Source: an optimization exercise on an open RTL-to-GDS flow (aim: small area, a short achievable clock period and few clock cycles). Production flows keep margins and buffers that such runs may drop.
RTL that was checked went through simulation tests only; none was proved equivalent to the original.
Power figures rest on the tool's default switching activity, not on a simulated workload.

==> flow/design.v <==
module barker_xcorr (
    input  wire               clk,
    input  wire               rst,           
    input  wire [3:0]         cfg_hdr,       
    input  wire [1:0]         cfg_mod,       
    input  wire [17:0]        cfg_trig,      
    input  wire [15:0]        cfg_hitcap,    
    input  wire               in_valid,
    output reg                in_ready,
    input  wire               in_last,
    input  wire signed [7:0]  in_re,
    input  wire signed [7:0]  in_im,
    output reg                hr_valid,
    output wire [16:0]        hr_idx,
    output reg  signed [17:0] hr_val,
    output reg                hi_valid,
    output wire [16:0]        hi_idx,
    output reg  signed [17:0] hi_val,
    output reg                done,
    output wire [15:0]        nhr,
    output wire [15:0]        nhi,
    output wire               hitovf,
    output reg                desync
);
    integer k;
    reg        is13, is11, h3;
    reg        mod0, mod2;
    reg [17:0] trig_q;
    reg [15:0] cap_q;
    reg [3:0]  z_last;         
    always @(posedge clk) begin
        is13   <= cfg_hdr[3] & cfg_hdr[2];
        is11   <= !cfg_hdr[2];
        h3     <= cfg_hdr[3];
        z_last <= {cfg_hdr[3], !cfg_hdr[3], cfg_hdr[3] & cfg_hdr[2], 1'b1};    
        mod0   <= (cfg_mod == 2'd0);
        mod2   <= cfg_mod[1];
        trig_q <= cfg_trig;
        cap_q  <= cfg_hitcap;
    end
    reg [7:0] rre [0:12];
    reg [7:0] rim [0:12];
    reg        inframe;    
    reg        tail;       
    reg [3:0]  z;          
    reg [3:0]  r;          
    wire accept = in_valid & in_ready;
    wire [7:0] w0_re = accept ? in_re : (inframe ? rre[12] : 8'd0);
    wire [7:0] w0_im = accept ? in_im : (inframe ? rim[12] : 8'd0);
    always @(posedge clk) begin
        rre[0] <= w0_re;
        rim[0] <= w0_im;
        for (k = 1; k < 13; k = k + 1) begin
            rre[k] <= rre[k-1];
            rim[k] <= rim[k-1];
        end
    end
    wire       tail_end = tail & (z == z_last);
    wire       tail_h   = tail & !tail_end;
    wire [3:0] z_h      = inframe ? z : ((z == 4'd15) ? 4'd15 : z + 4'd1);
    wire [3:0] r_h      = inframe ? ((r == 4'd12) ? 4'd0 : r + 4'd1) : 4'd0;
    wire       rdy_h    = !tail_h & (inframe ? (r_h == 4'd0) : (z_h >= 4'd12));
    reg v1, fin1, first1;
    always @(posedge clk) begin
        if (rst) begin
            inframe  <= 1'b0;
            tail     <= 1'b0;
            z        <= 4'd0;
            r        <= 4'd0;
            in_ready <= 1'b0;
            v1       <= 1'b0;
            fin1     <= 1'b0;
            first1   <= 1'b0;
        end else begin
            inframe  <= accept ? !in_last : inframe;
            tail     <= accept ? in_last  : tail_h;
            z        <= accept ? 4'd0     : z_h;
            r        <= accept ? 4'd0     : r_h;
            in_ready <= accept ? !in_last : rdy_h;
            v1       <= accept | tail;
            fin1     <= tail_end;
            first1   <= accept & !inframe;
        end
    end
    wire n0 = !is13;           
    wire n1 = is13;
    wire n5 = is11;
    wire n6 = h3;
    wire e7 = h3;              
    wire e11 = is13;           
    function [7:0] bias;       
        input [7:0] x;
        bias = {~x[7], x[6:0]};
    endfunction
    wire [11:0] kconst = is13 ? 12'd2436 : (is11 ? 12'd2694 : 12'd3203);
    function [11:0] tree;
        input [103:0] t;       
        input n0, n1, n5, n6, e7, e11;
        input [11:0] kc;
        reg [7:0] u0, u1, u2, u3, u4, u5, u6, u7, u8, u9, u10, u11, u12;
        begin
            u0  = bias(t[  0 +: 8] ^ {8{n0}});
            u1  = bias(t[  8 +: 8] ^ {8{n1}});
            u2  = bias(t[ 16 +: 8] ^ {8{n0}});
            u3  = bias(~t[ 24 +: 8]);
            u4  = bias(t[ 32 +: 8]);
            u5  = bias(t[ 40 +: 8] ^ {8{n5}});
            u6  = bias(t[ 48 +: 8] ^ {8{n6}});
            u7  = bias(~t[ 56 +: 8]) & {8{e7}};
            u8  = bias(t[ 64 +: 8]) & {8{e7}};
            u9  = bias(t[ 72 +: 8]) & {8{e7}};
            u10 = bias(t[ 80 +: 8]) & {8{e7}};
            u11 = bias(t[ 88 +: 8]) & {8{e11}};
            u12 = bias(t[ 96 +: 8]) & {8{e11}};
            tree = u0 + u1 + u2 + u3 + u4 + u5 + u6 + u7 + u8 + u9 + u10 + u11 + u12 + kc;
        end
    endfunction
    wire [103:0] tre, tim;
    genvar g;
    generate
        for (g = 0; g < 13; g = g + 1) begin : g_taps
            assign tre[8*g +: 8] = rre[g];
            assign tim[8*g +: 8] = rim[g];
        end
    endgenerate
    wire [11:0] sum_re = tree(tre, n0, n1, n5, n6, e7, e11, kconst);
    wire [11:0] sum_im = tree(tim, n0, n1, n5, n6, e7, e11, kconst);
    reg [11:0] s_re, s_im;
    reg        v2, fin2, first2;
    always @(posedge clk) begin
        s_re <= sum_re;
        s_im <= sum_im & {12{!mod2}};
        if (rst) begin
            v2     <= 1'b0;
            fin2   <= 1'b0;
            first2 <= 1'b0;
        end else begin
            v2     <= v1;
            fin2   <= v1 & fin1;
            first2 <= first1;
        end
    end
    function [17:0] scale;
        input [11:0] s;
        input m0;
        reg [17:0] se, a, b, c;
        begin
            se = {{6{s[11]}}, s};
            a  = m0 ? (se << 3) : (se << 5);
            b  = (se << 1) ^ {18{!m0}};
            c  = m0 ? se : 18'd1;
            scale = a + b + c;
        end
    endfunction
    function hit;
        input [17:0] c;
        input sgn;
        input [17:0] t;
        reg [18:0] d;
        begin
            d = {1'b0, c ^ {18{sgn}}} + {1'b0, ~t} + {18'd0, sgn} + 19'd1;
            hit = d[18];
        end
    endfunction
    reg [17:0] cq_re, cq_im;
    reg        v3, fin3, first3;
    always @(posedge clk) begin
        cq_re <= scale(s_re, mod0);
        cq_im <= scale(s_im, mod0);
        if (rst) begin
            v3     <= 1'b0;
            fin3   <= 1'b0;
            first3 <= 1'b0;
        end else begin
            v3     <= v2;
            fin3   <= v2 & fin2;
            first3 <= first2;
        end
    end
    wire trig_re = hit(cq_re, cq_re[17], trig_q);
    wire trig_im = hit(cq_im, cq_im[17], trig_q);
    reg  [15:0] cnt_r, cnt_i;
    reg         ovf;
    reg  [16:0] idx;
    reg         fin4;
    wire [15:0] base_r = first3 ? 16'd0 : cnt_r;
    wire [15:0] base_i = first3 ? 16'd0 : cnt_i;
    wire lt_r = base_r < cap_q;
    wire lt_i = base_i < cap_q;
    wire rec_re = trig_re & lt_r;
    wire rec_im = trig_im & lt_i;
    wire drop   = (trig_re & !lt_r) | (trig_im & !lt_i);
    always @(posedge clk) begin
        hr_val <= cq_re;
        hi_val <= cq_im;
        if (v3) begin
            cnt_r <= base_r + {15'd0, rec_re};
            cnt_i <= base_i + {15'd0, rec_im};
            ovf   <= (!first3 & ovf) | drop;
            idx   <= first3 ? 17'd0 : idx + 17'd1;
        end
        desync <= !mod2 & (cnt_r != cnt_i);
        if (rst) begin
            hr_valid <= 1'b0;
            hi_valid <= 1'b0;
            fin4     <= 1'b0;
            done     <= 1'b0;
        end else begin
            hr_valid <= v3 & rec_re;
            hi_valid <= v3 & rec_im;
            fin4     <= v3 & fin3;
            done     <= fin4;
        end
    end
    assign hr_idx = idx;
    assign hi_idx = idx;
    assign nhr    = cnt_r;
    assign nhi    = cnt_i;
    assign hitovf = ovf;
endmodule
export LEC_CHECK = 0
export CAP_MARGIN = 20
export CORE_MARGIN = 2
export CORE_UTILIZATION = 40
export SLEW_MARGIN = 20
create_clock -name core_clock -period 22.0 [get_ports {clk}]
standard.sh (not shown) runs the stock make flow with config.mk's settings and CLKGATE_MAP_FILE= SYNTH_SCRIPT=/design/flow/synth_recipe.tcl, a recipe that flattens the netlist after the stock synthesis.
==> flow/flow/run.sh <==
#!/bin/bash
# Standard ORFS layout; repair_timing aims for extra setup slack so that
# the achieved period is short. Everything else is the standard flow.
set -euo pipefail
bash standard.sh SETUP_SLACK_MARGIN=16.5 finish > standard_flow.log 2>&1
Testbench counts at the start, summed over its fixed seeds: cycles 21,228.
Change:
==> flow/flow/run.sh (replaced) <==
#!/bin/bash
# Standard ORFS layout with: port buffers of buf_2; clkbuf_8 clock tree with
# larger clusters; denser core; repair_timing aiming for extra setup slack.
set -euo pipefail
bash standard.sh SETUP_SLACK_MARGIN=16.5 'BUFFER_PORTS_ARGS=-buffer_cell sky130_fd_sc_hd__buf_2' \
  CTS_BUF_LIST=sky130_fd_sc_hd__clkbuf_8 CTS_CLUSTER_SIZE=30 CORE_UTILIZATION=55 finish > standard_flow.log 2>&1
Sequential cell count stays the same. Total power fell by 3.4%. Register-to-register slack gets worse by 0.03 ns. Critical path depth does not change. Core utilization rose by 17 points.
Change:
==> flow/flow/run.sh (replaced) <==
#!/bin/bash
# Standard ORFS layout with: port buffers of buf_2; repair_timing aiming for
# extra setup slack so that the achieved period is short.
set -euo pipefail
bash standard.sh SETUP_SLACK_MARGIN=16.5 'BUFFER_PORTS_ARGS=-buffer_cell sky130_fd_sc_hd__buf_2' finish > standard_flow.log 2>&1
What happened: Register-to-register slack gets better by 0.02 ns. Final cell count went up by 6.2%. Final area rises by 0.55%. Synthesized area stays the same. Via count barely changes. Global-route usage decreases by 5.5 points. Sequential share of layout area is lower by 0.23 points.

Another version of the RTL of barker_xcorr (not shown whole).
Size in the first run: about 1700 cells after synthesis, roughly 170 I/O pins, roughly 21000 µm² of cells after synthesis.
Settings: LEC_CHECK=0, CAP_MARGIN=20, CORE_MARGIN=2, CORE_UTILIZATION=60, PLACE_DENSITY=0.8, SLEW_MARGIN=20, SYNTH_HIERARCHICAL=1; clock period 22.0 ns.
==> flow/flow/run.sh <==
#!/bin/bash
# Standard ORFS layout (standard synthesis) with: port buffers of buf_2;
# a clock tree of larger clusters without dummy loads; repair_timing aiming
# for extra setup slack so that the achieved period is short.
set -euo pipefail
bash standard.sh SETUP_SLACK_MARGIN=16.5 'BUFFER_PORTS_ARGS=-buffer_cell sky130_fd_sc_hd__buf_2' \
  'CTS_ARGS=-sink_clustering_enable -repair_clock_nets -sink_clustering_size 30 -sink_clustering_max_diameter 300 -sink_clustering_levels 2 -buf_list sky130_fd_sc_hd__clkbuf_16 -sink_buffer_max_cap_derate 1.0 -dont_use_dummy_load' \
  finish > standard_flow.log 2>&1
The baseline went through all stages and came out clean.
Next try:
PLACE_DENSITY = unset   (was 0.8)
Worst setup slack is better by 0.024 ns; critical path depth does not change; global-route usage went down by 0.15 points; via count drops by 1.3%; cell area is about the same; total power came out lower by 0.50%; die area is unchanged; first-iteration DRC count shrinks by 20%.
No functional check of the RTL was part of any run of this note.

==> separate check: timing with driven ports <==
How much do the figures lean on ideal ports? The routed layouts below were timed once more, with nothing changed but the port constraints.
Step 1, drivers: a clkbuf_16 drives clk and a buf_2 each remaining input, both assumed.
Step 2 adds t to the input delays and takes it off the output delays; t is the mean of the earliest and latest rising clock arrival at the registers after step 1. Input paths then give back, and output paths get back, about the clock's delay inside the block.
a / b / c = ideal ports / drivers / drivers and shift; a / b = the first two.
run | t, ns | setup slack, ns | worst setup path after step 2
the first run of note 1 | 0.636 | 16.341 / 16.284 / 16.070 | input to register
the second run of note 1 | 0.665 | 16.334 / 16.281 / 16.268 | input to register
the third run of note 1 | 0.635 | 16.351 / 16.292 / 16.178 | input to register
the first run of note 2 | 0.556 | 16.541 / 16.489 / 16.206 | input to register
the second run of note 2 | 0.568 | 16.565 / 16.515 / 16.160 | input to register
After both steps setup and hold are still met in every run listed. The setup slack of the second run of note 2, which loses most, moves by -0.050 ns with the drivers and by -0.405 ns with both steps.
